This design comes from an exercise in tuning for small area, a short achievable clock period and few clock cycles on the open sky130 flow, not from production work. For this run, only the layout was checked, not whether the RTL still works. No activity file was given, so power comes from the tool's default toggle rates.

==> design/flow/design.v <==
module bbe (
    input             clk,
    input             rst,         
    input             cmd_valid,   
    input      [31:0] cmd,
    input      [63:0] operand,
    output reg        rsp_valid,   
    output reg        rsp_ok,
    output     [63:0] result,
    output            fault_line,
    input      [5:0]  hrd_addr,    
    output     [7:0]  hrd_data
);
    localparam [6:0] CAP_MAX = 7'd64;
    localparam [2:0] F_ILLEGAL = 3'd1, F_MODE = 3'd2, F_OVERFLOW = 3'd3,
                     F_UNDERFLOW = 3'd4, F_DOMAIN = 3'd5, F_ALLOC = 3'd6;
    localparam [2:0] S_IDLE = 3'd0, S_CHECK = 3'd1, S_STEP = 3'd2, S_COMMIT = 3'd3;
    localparam [2:0] FD_FLAG = 3'd0, FD_SIGN = 3'd1, FD_PFX = 3'd2, FD_MAG = 3'd3, FD_PAD = 3'd4;
    reg [63:0] cache_q;
    reg [6:0]  free_q;
    reg        mode_q;        
    reg [6:0]  cap_q;
    reg [6:0]  wpos_q;
    reg [6:0]  rpos_q;
    reg [2:0]  fault_q;
    reg [31:0] fcmd_q;
    reg [63:0] result_q;
    reg [63:0] store [0:7];
    assign result     = result_q;
    assign fault_line = (fault_q != 3'd0);
    wire [63:0] hrd_word = store[hrd_addr[5:3]];
    assign hrd_data = hrd_word >> {hrd_addr[2:0], 3'b000};
    reg [2:0]  state_q;
    reg [2:0]  field_q;
    reg [31:0] cmd_q;
    reg [63:0] opnd_q;
    reg [63:0] wcache_q;
    reg [6:0]  wfree_q;
    reg [6:0]  wwpos_q;
    reg [6:0]  wrpos_q;
    reg [63:0] wres_q;
    reg [1:0]  npend_q;       
    reg [63:0] pend_data_q [0:1];
    reg [2:0]  pend_addr_q [0:1];
    reg        gflag_q;       
    reg        gsign_q;       
    reg [4:0]  gpfx_q;        
    function [63:0] mask;
        input [6:0] n;
        begin
            if (n >= 7'd64) mask = {64{1'b1}};
            else            mask = ({64'd0, 1'b1} << n) - 64'd1;
        end
    endfunction
    function [63:0] shl;       
        input [63:0] x;
        input [6:0]  n;
        begin
            if (n >= 7'd64) shl = 64'd0;
            else            shl = x << n[5:0];
        end
    endfunction
    function [63:0] shr;       
        input [63:0] x;
        input [6:0]  n;
        begin
            if (n >= 7'd64) shr = 64'd0;
            else            shr = x >> n[5:0];
        end
    endfunction
    function [63:0] byterev;   
        input [63:0] x;
        input [6:0]  n;
        begin
            case (n)
                7'd16:   byterev = {48'd0, x[7:0], x[15:8]};
                7'd32:   byterev = {32'd0, x[7:0], x[15:8], x[23:16], x[31:24]};
                7'd64:   byterev = {x[7:0], x[15:8], x[23:16], x[31:24],
                                    x[39:32], x[47:40], x[55:48], x[63:56]};
                default: byterev = {56'd0, x[7:0]};
            endcase
        end
    endfunction
    function [6:0] bitlen;     
        input [63:0] m;
        integer i;
        begin
            bitlen = 7'd0;
            for (i = 0; i < 64; i = i + 1)
                if (m[i]) bitlen = i + 1;
        end
    endfunction
    wire [7:0] op = cmd_q[7:0];
    wire is_putb  = (op == 8'h01);
    wire is_getb  = (op == 8'h02);
    wire is_putf  = (op >= 8'h10) && (op <= 8'h16);
    wire is_getf  = (op >= 8'h18) && (op <= 8'h1E);
    wire is_putv  = (op >= 8'h20) && (op <= 8'h22);
    wire is_getv  = (op >= 8'h28) && (op <= 8'h2A);
    wire is_alloc = (op == 8'h30);
    wire is_flip  = (op == 8'h31);
    wire is_comp  = (op == 8'h32);
    wire is_rdreg = (op == 8'h33);
    wire is_put = is_putb | is_putf | is_putv;
    wire is_get = is_getb | is_getf | is_getv;
    wire is_v   = is_putv | is_getv;
    reg legal;
    always @(*) begin
        if (is_putb | is_getb)             legal = (cmd_q[31:14] == 18'd0);
        else if (is_putf | is_getf)        legal = (cmd_q[31:9] == 23'd0);
        else if (is_v)                     legal = (cmd_q[31:11] == 21'd0) && (cmd_q[9:8] != 2'd3);
        else if (is_alloc | is_flip | is_comp) legal = (cmd_q[31:8] == 24'd0);
        else if (is_rdreg)                 legal = (cmd_q[31:11] == 21'd0);
        else                               legal = 1'b0;
    end
    wire [6:0] bwidth = {1'b0, cmd_q[13:8]} + 7'd1;    
    wire       bo     = cmd_q[8];
    wire [1:0] sm     = cmd_q[9:8];                    
    wire       st     = cmd_q[10];                     
    wire [2:0] idx    = cmd_q[10:8];
    reg [6:0] fwidth;
    always @(*) begin
        case (op[2:0])
            3'd0:         fwidth = 7'd8;
            3'd1, 3'd2:   fwidth = 7'd16;
            3'd3, 3'd5:   fwidth = 7'd32;
            default:      fwidth = 7'd64;
        endcase
    end
    reg [6:0] vw;
    reg [6:0] vl;
    always @(*) begin
        case (op[1:0])
            2'd0:    begin vw = 7'd16; vl = 7'd3; end
            2'd1:    begin vw = 7'd32; vl = 7'd4; end
            default: begin vw = 7'd64; vl = 7'd5; end
        endcase
    end
    reg [63:0] vval;        
    always @(*) begin
        case (op[1:0])
            2'd0:    vval = {{48{opnd_q[15]}}, opnd_q[15:0]};
            2'd1:    vval = {{32{opnd_q[31]}}, opnd_q[31:0]};
            default: vval = opnd_q;
        endcase
    end
    wire        vneg    = vval[63];
    wire [63:0] vmag    = vneg ? (~vval + 64'd1) : vval;
    wire        vdomain = vneg && (vmag == (64'd1 << (vw - 7'd1)));
    wire [6:0]  vbl     = bitlen(vmag);
    wire [6:0]  vn      = (vbl + 7'd3) >> 2;
    wire        vesc    = st ? ((vn >= 7'd8) || ({vn, 2'b00} >= (vw - 7'd4)))
                             : (vbl >= (vw - vl - 7'd1));
    reg [6:0]  uw;
    reg [63:0] uv;
    always @(*) begin
        uw = 7'd0;
        uv = 64'd0;
        if (is_putb) begin
            uw = bwidth;
            uv = opnd_q;
        end else if (is_getb) begin
            uw = bwidth;
        end else if (is_putf) begin
            uw = fwidth;
            uv = bo ? byterev(opnd_q, fwidth) : opnd_q;
        end else if (is_getf) begin
            uw = fwidth;
        end else if (is_putv) begin
            case (field_q)
                FD_FLAG: begin uw = 7'd1; uv = {63'd0, ~vesc}; end
                FD_SIGN: begin uw = (sm == 2'd2) ? 7'd1 : 7'd0; uv = {63'd0, vneg}; end
                FD_PFX: begin
                    uw = vesc ? 7'd0 : (st ? 7'd3 : vl);
                    uv = st ? {57'd0, vn} : {57'd0, vbl >> 1};
                end
                FD_MAG: begin
                    uw = vesc ? (vw - 7'd1) : (st ? {vn[4:0], 2'b00} : vbl);
                    uv = vmag;
                end
                default: begin
                    uw = (!vesc && !st && !vbl[0]) ? 7'd1 : 7'd0;
                    uv = 64'd0;
                end
            endcase
        end else if (is_getv) begin
            case (field_q)
                FD_FLAG: uw = 7'd1;
                FD_SIGN: uw = (sm == 2'd2) ? 7'd1 : 7'd0;
                FD_PFX:  uw = !gflag_q ? 7'd0 : (st ? 7'd3 : vl);
                FD_MAG:  uw = !gflag_q ? (vw - 7'd1)
                                       : (st ? {2'b00, gpfx_q[2:0], 2'b00} : {1'b0, gpfx_q, 1'b1});
                default: uw = 7'd0;
            endcase
        end
    end
    wire [6:0]  off    = 7'd64 - wfree_q;
    wire        fits   = (uw <= wfree_q);
    wire [6:0]  kbits  = wfree_q;
    wire [63:0] ux     = uv & mask(uw);
    wire [63:0] put_fit_cache = wcache_q | shl(ux, off);
    wire [63:0] put_flush     = wcache_q | shl(ux & mask(kbits), off);
    wire [63:0] put_spl_cache = shr(ux, kbits);
    wire        put_ovf       = ({1'b0, wwpos_q} + 8'd8) > {1'b0, cap_q};
    wire [63:0] get_lo        = shr(wcache_q, off) & mask(uw <= wfree_q ? uw : kbits);
    wire [63:0] refill        = store[wrpos_q[5:3]];
    wire [6:0]  short_s       = uw - kbits;
    wire [63:0] get_spl_val   = get_lo | shl(refill & mask(short_s), kbits);
    wire        get_unf       = ({1'b0, wrpos_q} + 8'd8) > {1'b0, wwpos_q};
    wire [63:0] get_val       = fits ? get_lo : get_spl_val;
    reg [63:0] getf_res;
    reg [63:0] getf_raw;
    always @(*) begin
        getf_raw = bo ? byterev(get_val, fwidth) : get_val;
        case (op[2:0])
            3'd0:    getf_res = {{56{getf_raw[7]}},  getf_raw[7:0]};
            3'd1:    getf_res = {48'd0,              getf_raw[15:0]};
            3'd2:    getf_res = {{48{getf_raw[15]}}, getf_raw[15:0]};
            3'd3:    getf_res = {{32{getf_raw[31]}}, getf_raw[31:0]};
            3'd5:    getf_res = {32'd0,              getf_raw[31:0]};
            default: getf_res = getf_raw;
        endcase
    end
    reg [63:0] getv_res;
    reg [63:0] getv_m;
    always @(*) begin
        getv_m = get_val;
        if ((sm == 2'd1) || gsign_q) getv_m = ~getv_m + 64'd1;
        case (op[1:0])
            2'd0:    getv_res = {{48{getv_m[15]}}, getv_m[15:0]};
            2'd1:    getv_res = {{32{getv_m[31]}}, getv_m[31:0]};
            default: getv_res = getv_m;
        endcase
    end
    reg [63:0] rdreg_val;
    always @(*) begin
        case (idx)
            3'd0:    rdreg_val = cache_q;
            3'd1:    rdreg_val = {57'd0, free_q};
            3'd2:    rdreg_val = {63'd0, mode_q};
            3'd3:    rdreg_val = {61'd0, fault_q};
            3'd4:    rdreg_val = {32'd0, fcmd_q};
            3'd5:    rdreg_val = {57'd0, cap_q};
            3'd6:    rdreg_val = {57'd0, wpos_q};
            default: rdreg_val = {57'd0, rpos_q};
        endcase
    end
    wire       refused   = (fault_q != 3'd0) && !((is_alloc || is_rdreg) && legal);
    wire       mode_bad  = (is_put && mode_q) || (is_get && !mode_q);
    wire       alloc_bad = is_alloc && (opnd_q > {57'd0, CAP_MAX});
    wire       flip_pend = is_flip && !mode_q && (free_q != 7'd64);
    wire       flip_ovf  = flip_pend && (({1'b0, wpos_q} + 8'd8) > {1'b0, cap_q});
    wire [63:0] alloc_cap = (opnd_q + 64'd7) & ~64'd7;
    wire last_field = !is_v || (field_q == FD_PAD);
    integer i;
    always @(posedge clk) begin
        if (rst) begin
            state_q   <= S_IDLE;
            field_q   <= FD_FLAG;
            rsp_valid <= 1'b0;
            rsp_ok    <= 1'b0;
            cache_q   <= 64'd0;
            free_q    <= 7'd64;
            mode_q    <= 1'b0;
            cap_q     <= 7'd0;
            wpos_q    <= 7'd0;
            rpos_q    <= 7'd0;
            fault_q   <= 3'd0;
            fcmd_q    <= 32'd0;
            result_q  <= 64'd0;
            npend_q   <= 2'd0;
        end else begin
            rsp_valid <= 1'b0;
            case (state_q)
                S_IDLE: begin
                    if (cmd_valid) begin
                        cmd_q    <= cmd;
                        opnd_q   <= operand;
                        wcache_q <= cache_q;
                        wfree_q  <= free_q;
                        wwpos_q  <= wpos_q;
                        wrpos_q  <= rpos_q;
                        npend_q  <= 2'd0;
                        gflag_q  <= 1'b0;
                        gsign_q  <= 1'b0;
                        gpfx_q   <= 5'd0;
                        field_q  <= FD_FLAG;
                        state_q  <= S_CHECK;
                    end
                end
                S_CHECK: begin
                    if (refused) begin
                        rsp_ok    <= 1'b0;
                        rsp_valid <= 1'b1;
                        state_q   <= S_IDLE;
                    end else if (!legal) begin
                        fault_q   <= F_ILLEGAL;
                        fcmd_q    <= cmd_q;
                        rsp_ok    <= 1'b0;
                        rsp_valid <= 1'b1;
                        state_q   <= S_IDLE;
                    end else if (mode_bad) begin
                        fault_q   <= F_MODE;
                        fcmd_q    <= cmd_q;
                        rsp_ok    <= 1'b0;
                        rsp_valid <= 1'b1;
                        state_q   <= S_IDLE;
                    end else if (is_putv && vdomain) begin
                        fault_q   <= F_DOMAIN;
                        fcmd_q    <= cmd_q;
                        rsp_ok    <= 1'b0;
                        rsp_valid <= 1'b1;
                        state_q   <= S_IDLE;
                    end else if (alloc_bad) begin
                        if (fault_q == 3'd0) begin
                            fault_q <= F_ALLOC;
                            fcmd_q  <= cmd_q;
                        end
                        rsp_ok    <= 1'b0;
                        rsp_valid <= 1'b1;
                        state_q   <= S_IDLE;
                    end else if (flip_ovf) begin
                        fault_q   <= F_OVERFLOW;
                        fcmd_q    <= cmd_q;
                        rsp_ok    <= 1'b0;
                        rsp_valid <= 1'b1;
                        state_q   <= S_IDLE;
                    end else if (is_put || is_get) begin
                        state_q <= S_STEP;
                    end else begin
                        state_q <= S_COMMIT;
                    end
                end
                S_STEP: begin
                    if (is_put) begin
                        if (fits) begin
                            wcache_q <= put_fit_cache;
                            wfree_q  <= wfree_q - uw;
                        end else if (put_ovf) begin
                            fault_q   <= F_OVERFLOW;
                            fcmd_q    <= cmd_q;
                            rsp_ok    <= 1'b0;
                            rsp_valid <= 1'b1;
                            state_q   <= S_IDLE;
                        end else begin
                            pend_data_q[npend_q[0]] <= put_flush;
                            pend_addr_q[npend_q[0]] <= wwpos_q[5:3];
                            npend_q  <= npend_q + 2'd1;
                            wwpos_q  <= wwpos_q + 7'd8;
                            wcache_q <= put_spl_cache;
                            wfree_q  <= 7'd64 - (uw - kbits);
                        end
                    end else begin
                        if (fits) begin
                            wfree_q <= wfree_q - uw;
                        end else if (get_unf) begin
                            fault_q   <= F_UNDERFLOW;
                            fcmd_q    <= cmd_q;
                            rsp_ok    <= 1'b0;
                            rsp_valid <= 1'b1;
                            state_q   <= S_IDLE;
                        end else begin
                            wcache_q <= refill;
                            wrpos_q  <= wrpos_q + 7'd8;
                            wfree_q  <= 7'd64 - short_s;
                        end
                        if (fits || !get_unf) begin
                            if (is_getb)       wres_q <= get_val;
                            else if (is_getf)  wres_q <= getf_res;
                            else if (field_q == FD_MAG) wres_q <= getv_res;
                            case (field_q)
                                FD_FLAG: gflag_q <= get_val[0];
                                FD_SIGN: gsign_q <= get_val[0];
                                FD_PFX:  gpfx_q  <= get_val[4:0];
                                default: ;
                            endcase
                        end
                    end
                    if (state_q == S_STEP && !(is_put && !fits && put_ovf)
                                          && !(is_get && !fits && get_unf)) begin
                        if (last_field) state_q <= S_COMMIT;
                        else            field_q <= field_q + 3'd1;
                    end
                end
                S_COMMIT: begin
                    rsp_ok    <= 1'b1;
                    rsp_valid <= 1'b1;
                    state_q   <= S_IDLE;
                    if (is_put || is_get) begin
                        cache_q <= wcache_q;
                        free_q  <= wfree_q;
                        wpos_q  <= wwpos_q;
                        rpos_q  <= wrpos_q;
                        if (is_get) result_q <= wres_q;
                        if (npend_q != 2'd0) store[pend_addr_q[0]] <= pend_data_q[0];
                        if (npend_q == 2'd2) store[pend_addr_q[1]] <= pend_data_q[1];
                    end else if (is_alloc) begin
                        cap_q   <= alloc_cap[6:0];
                        for (i = 0; i < 8; i = i + 1) store[i] <= 64'd0;
                        cache_q <= 64'd0;
                        free_q  <= 7'd64;
                        mode_q  <= 1'b0;
                        wpos_q  <= 7'd0;
                        rpos_q  <= 7'd0;
                        fault_q <= 3'd0;
                        fcmd_q  <= 32'd0;
                    end else if (is_flip) begin
                        if (flip_pend) begin
                            store[wpos_q[5:3]] <= cache_q;
                            wpos_q <= wpos_q + 7'd8;
                        end
                        mode_q  <= 1'b1;
                        cache_q <= 64'd0;
                        free_q  <= 7'd0;
                        rpos_q  <= 7'd0;
                    end else if (is_comp) begin
                        if (mode_q) begin
                            for (i = 0; i < 8; i = i + 1)
                                if (i < (wpos_q[6:3] - rpos_q[6:3]))
                                    store[i] <= store[i + rpos_q[6:3]];
                            wpos_q <= wpos_q - rpos_q;
                            rpos_q <= 7'd0;
                        end
                    end else if (is_rdreg) begin
                        result_q <= rdreg_val;
                    end
                end
                default: state_q <= S_IDLE;
            endcase
        end
    end
endmodule
==> design/flow/run.sh <==
#!/bin/bash
# synth_recipe.tcl (not shown) runs the flow's synth.tcl, then flattens the netlist and writes it again
# the make line also repeats each setting of config.mk as NAME=value (left out here)
make -C /OpenROAD-flow-scripts/flow DESIGN_CONFIG=/design/flow/config.mk WORK_HOME=/design/flow/orfs CLKGATE_MAP_FILE= SYNTH_SCRIPT=/design/flow/synth_recipe.tcl finish
==> design/flow/config.mk <==
export PLATFORM = sky130hd
export DESIGN_NAME = bbe
export DESIGN_NICKNAME = bbe
export VERILOG_FILES = /design/flow/design.v
export SDC_FILE = /design/flow/constraint.sdc
export NUM_CORES = 4
export LEC_CHECK = 0
export CAP_MARGIN = 20
export CELL_PAD_IN_SITES_DETAIL_PLACEMENT = 1
export CELL_PAD_IN_SITES_GLOBAL_PLACEMENT = 2
export CORE_MARGIN = 2
export CORE_UTILIZATION = 30
export GPL_ROUTABILITY_DRIVEN = 1
export PLACE_DENSITY = 0.45
export SLEW_MARGIN = 20
==> design/flow/constraint.sdc <==
create_clock -name core_clock -period 15.0 [get_ports {clk}]
set_input_delay 3.0000 -clock core_clock [delete_from_list [all_inputs] [get_ports {clk}]]
set_output_delay 3.0000 -clock core_clock [all_outputs]
set_load 0.01 [all_outputs]
==> reports/qor.yml <==
finalSetupViolCount: 0
fin_crit_sh_pct: 97.0
drc_errors: 0
slowest_delay_ps: 900
powerDensity_mw_per_mm2: 62.9
cp_top_family: "compound AO/OA/AOI/OAI gates"
dpl_cell_area_mm2: 0.133
clkLatencyLatePin_ps: 970
critPathLaunch: "opnd_q[0]$_DFFE_PP_"
path_class: "reg -> reg"
timing.rr.end: "wres_q[59]$_DFFE_PP_"
cts.sinks: 1103
root_buffer: "clkbuf_16"
post_cts_buffers: 0
syn-instance-count: 14172
worst_pin_slew_ps: 1290
setup_ws_ps: 451
ys_seq_area_share_pct: 26.2
min_to: "fcmd_q[12]$_SDFFE_PP0P_"
synth_area_mm2: 0.119
grt_pass1_wl_um: 1180000
track_usage_pct: 42.3
area_delta_synth_final_pct: 16.4
ys_warn_count: 2
crit_fanout: 13
cp.required_ps: 15620
synthFlopType: "edfxtp_1"
regToRegSetupSlack_ps: 450
worstHoldStart: "fcmd_q[12]$_SDFFE_PP0P_"
cts_buffers: 158
yosysTopAreaCell: "edfxtp_1"
pre_cts_slack_ps: 475
async_flop_share_pct: 0
cts.reportedPaths.clkPinSlew_ps: 60
crit_arrival_ps: 15170
ys_ff_latch: 1103
rows: 230
path_buf_inv: 11
boundaryPins: 180
dpl.hpwl_um: 642000
ant_nets: 0
synthDominantCellAreaShare_pct: 22.7
drive_gt1_share_pct: 19.1
wl_per_cell_um: 44.4
cpMaxStageDelayCell: "o31ai_1"
overflow: 0
core_area_mm2: 0.393
synth_cell_types: 136
finalPower_mw: 8.68
routed_wl_um: 879000
cts_tree: "done"
nets: 14554
crit_path_frequent_cell: "buf_4"
synth.avg_cell_area_um2: 8.37
hold_viol: 0
fmax_mhz: 68.7
ir_drop_uv: 93.4
drt-vias-per-instance: 6.98
die_h_um: 633
grt_max_degree: 153
skew_ps: 132
maxSlewViolCount: 0
grt_pass1_vias: 133093
rr_startpoint: "opnd_q[0]$_DFFE_PP_"
antenna_found_initial: 93
drt_iter0_markers: 18298
fp.dieW_um: 633
vias: 138065
maxCapViolCount: 0
place_congestion: 1.04
fin_crit_ps: 14550
hold_ws_ps: 468
htree_levels: 4
io_buffer_count: 179
maxSlewHeadroom_pct: 12.9
dr.pass1.iters: 8
hold_path_depth: 2
max-clock-path-buffers: 4
hold_class: "reg -> reg"
utilization_pct: 35.1
fp.dieArea_mm2: 0.401
start_util_pct: 30.2
syn_nets: 14361
worstRegToRegCells: 54
status: "finished clean"
crit_path_start_kind: "register"
stdcell_area_mm2: 0.138
grt_setup_unrepaired: "no"
synthTopCellsByArea: "edfxtp_1 23%, mux4_2 13%, mux2i_1 8.2%, nand2_1 6.6%, o21ai_0 4.6%"
synth-edff-count: 898
hold_buffers: 0
power.leakage_nw: 47.8
crit_path_end_kind: "register"
## power breakdown
group | internal, mW | switching, mW
logic | 0.451 | 0.882
registers | 3.29 | 0.0472
clock network | 2.29 | 1.72
## flip-flops by register name, summed over array words and instances, names as in the netlist, 4 cells and up, named ones only
register and flops:
store 512, pend_data_q 128, cache_q 64, opnd_q 64, result_q 64, wcache_q 64
wres_q 64, cmd_q 32, fcmd_q 32, free_q 7, rpos_q 7, wfree_q 7
wpos_q 7, wrpos_q 7, wwpos_q 7, pend_addr_q 6, gpfx_q 5, cap_q 4
## worst max path at each step
| stage | slack (ps) | end | cells after the start |
|---|---|---|---|
| 2_1_floorplan | 1060 | wres_q[0]$_DFFE_PP_ | 45 |
| 3_3_place_gp | -370 | wres_q[54]$_DFFE_PP_ | 60 |
| 3_5_place_dp | 470 | wres_q[14]$_DFFE_PP_ | 57 |
| 4_1_cts | 440 | wres_q[14]$_DFFE_PP_ | 57 |
| 5_1_grt | 20 | wres_q[54]$_DFFE_PP_ | 57 |
| 6_report | 450 | wres_q[59]$_DFFE_PP_ | 54 |
## cell usage after synthesis, types with 81 or more instances
| cell | number |
|---|---|
| o21ai_0 | 1088 |
| nand3_1 | 326 |
| buf_1 | 235 |
| o211ai_1 | 191 |
| a21oi_1 | 798 |
| mux4_2 | 702 |
| nor3_1 | 237 |
| o31ai_1 | 143 |
| a21o_1 | 85 |
| a31oi_1 | 406 |
| nand2b_1 | 83 |
| nor4_1 | 81 |
| inv_1 | 100 |
| a311oi_1 | 86 |
| o22ai_1 | 555 |
| nand2_1 | 2079 |
| mux2i_1 | 970 |
| mux2_2 | 182 |
| a221oi_1 | 90 |
| a211oi_1 | 445 |
| clkbuf_1 | 1148 |
| xnor2_1 | 94 |
| dfxtp_1 | 205 |
| a22oi_1 | 192 |
| nor2_1 | 1371 |
| edfxtp_1 | 898 |
## cell type report
class / instances / area [um^2]
sequential: 1103 / 31100
antenna: 65 / 163
fill: 45724 / 255000
tap: 5220 / 6530
clock inverter: 66 / 612
inverter: 116 / 464
timing repair buffer: 1459 / 11900
multi-input combinational: 11527 / 82800
clock buffer: 216 / 4580
## kinds of logic after synthesis
group / Yosys count / share of synthesized area (%)
other: 1 / 0.00316
flip-flops: 1103 / 26.2
XOR/XNOR: 135 / 0.997
adder cells (fa/ha/maj): 84 / 0.911
AO/OA/AOI/OAI: 4819 / 26.8
AND/OR/NAND/NOR: 4634 / 16.9
multiplexers: 1854 / 23.2
buffers and inverters: 1542 / 5.01
## per-stage QoR
stage               cells  TNS, ps
CTS                 19701        0
global route        19731        0
finish              19772        0
detailed placement  19419        0
global placement    19414    -8900
floorplan           14172        0
## repair_timing
item                                    in CTS  in global routing
endpoints found under the setup margin       0                 29
endpoints found under the hold margin        0                  0
gates resized for setup                      0                  8
## tightest hold or removal path, stage by stage (launching register included)
cell and delay [ps]:
dfxtp_1 300, nand2b_1 60, a21oi_1 50
## cells in the final DEF, fill, tap and decap left out, types with 65 or more instances in the layout
master,instances
mux4_2,702
clkdlybuf4s50_1,174
or3_1,79
a22oi_1,192
a311oi_1,86
nor3_1,229
o211ai_1,191
o21ai_0,1077
a221oi_1,89
nor4_1,74
mux2_2,182
nand2b_1,81
diode_2,65
and2_1,65
a211oi_1,443
a31oi_1,406
nand2_1,2061
o31ai_1,141
xnor2_1,82
a21o_1,85
dfxtp_1,193
inv_1,96
mux2i_1,922
edfxtp_1,898
clkbuf_16,169
nor2_1,1347
o21a_1,66
a21oi_1,785
nand3_1,321
ha_1,75
buf_4,1238
o22ai_1,554
## per-layer routing
metal | vias to the layer above | routed length [um] | global-route usage [%]
met5 | - | 435 | 0
met4 | 58 | 79300 | 31.9
met3 | 2370 | 85000 | 10.8
met2 | 9026 | 376000 | 63.5
met1 | 71155 | 338000 | 52.1
li1 | 55456 | - | -

## separate check: timing with driven ports
The results above use ideal ports. As a check the final layout listed here was re-extracted and re-timed, cells and wires unchanged.
Step 1 assumes that a clkbuf_16 drives the clock port and a buf_2 every other input.
Step 2 adds t to the input delays and takes it off the output delays; t is the mean of the earliest and latest rising clock arrival at the registers after step 1. Input paths then give back, and output paths get back, about the clock's delay inside the block.
Three values: no drivers, after step 1, after step 2; two values: the first two.
t (ns): 1.023
setup WS [ns]: 0.451 / 0.451 / 0.451
hold WS [ns]: 0.468 / 0.468 / 0.468
After both steps setup and hold are still met in this run. The setup slack of this run moves by 0.000 ns with the drivers and by 0.000 ns with both steps.
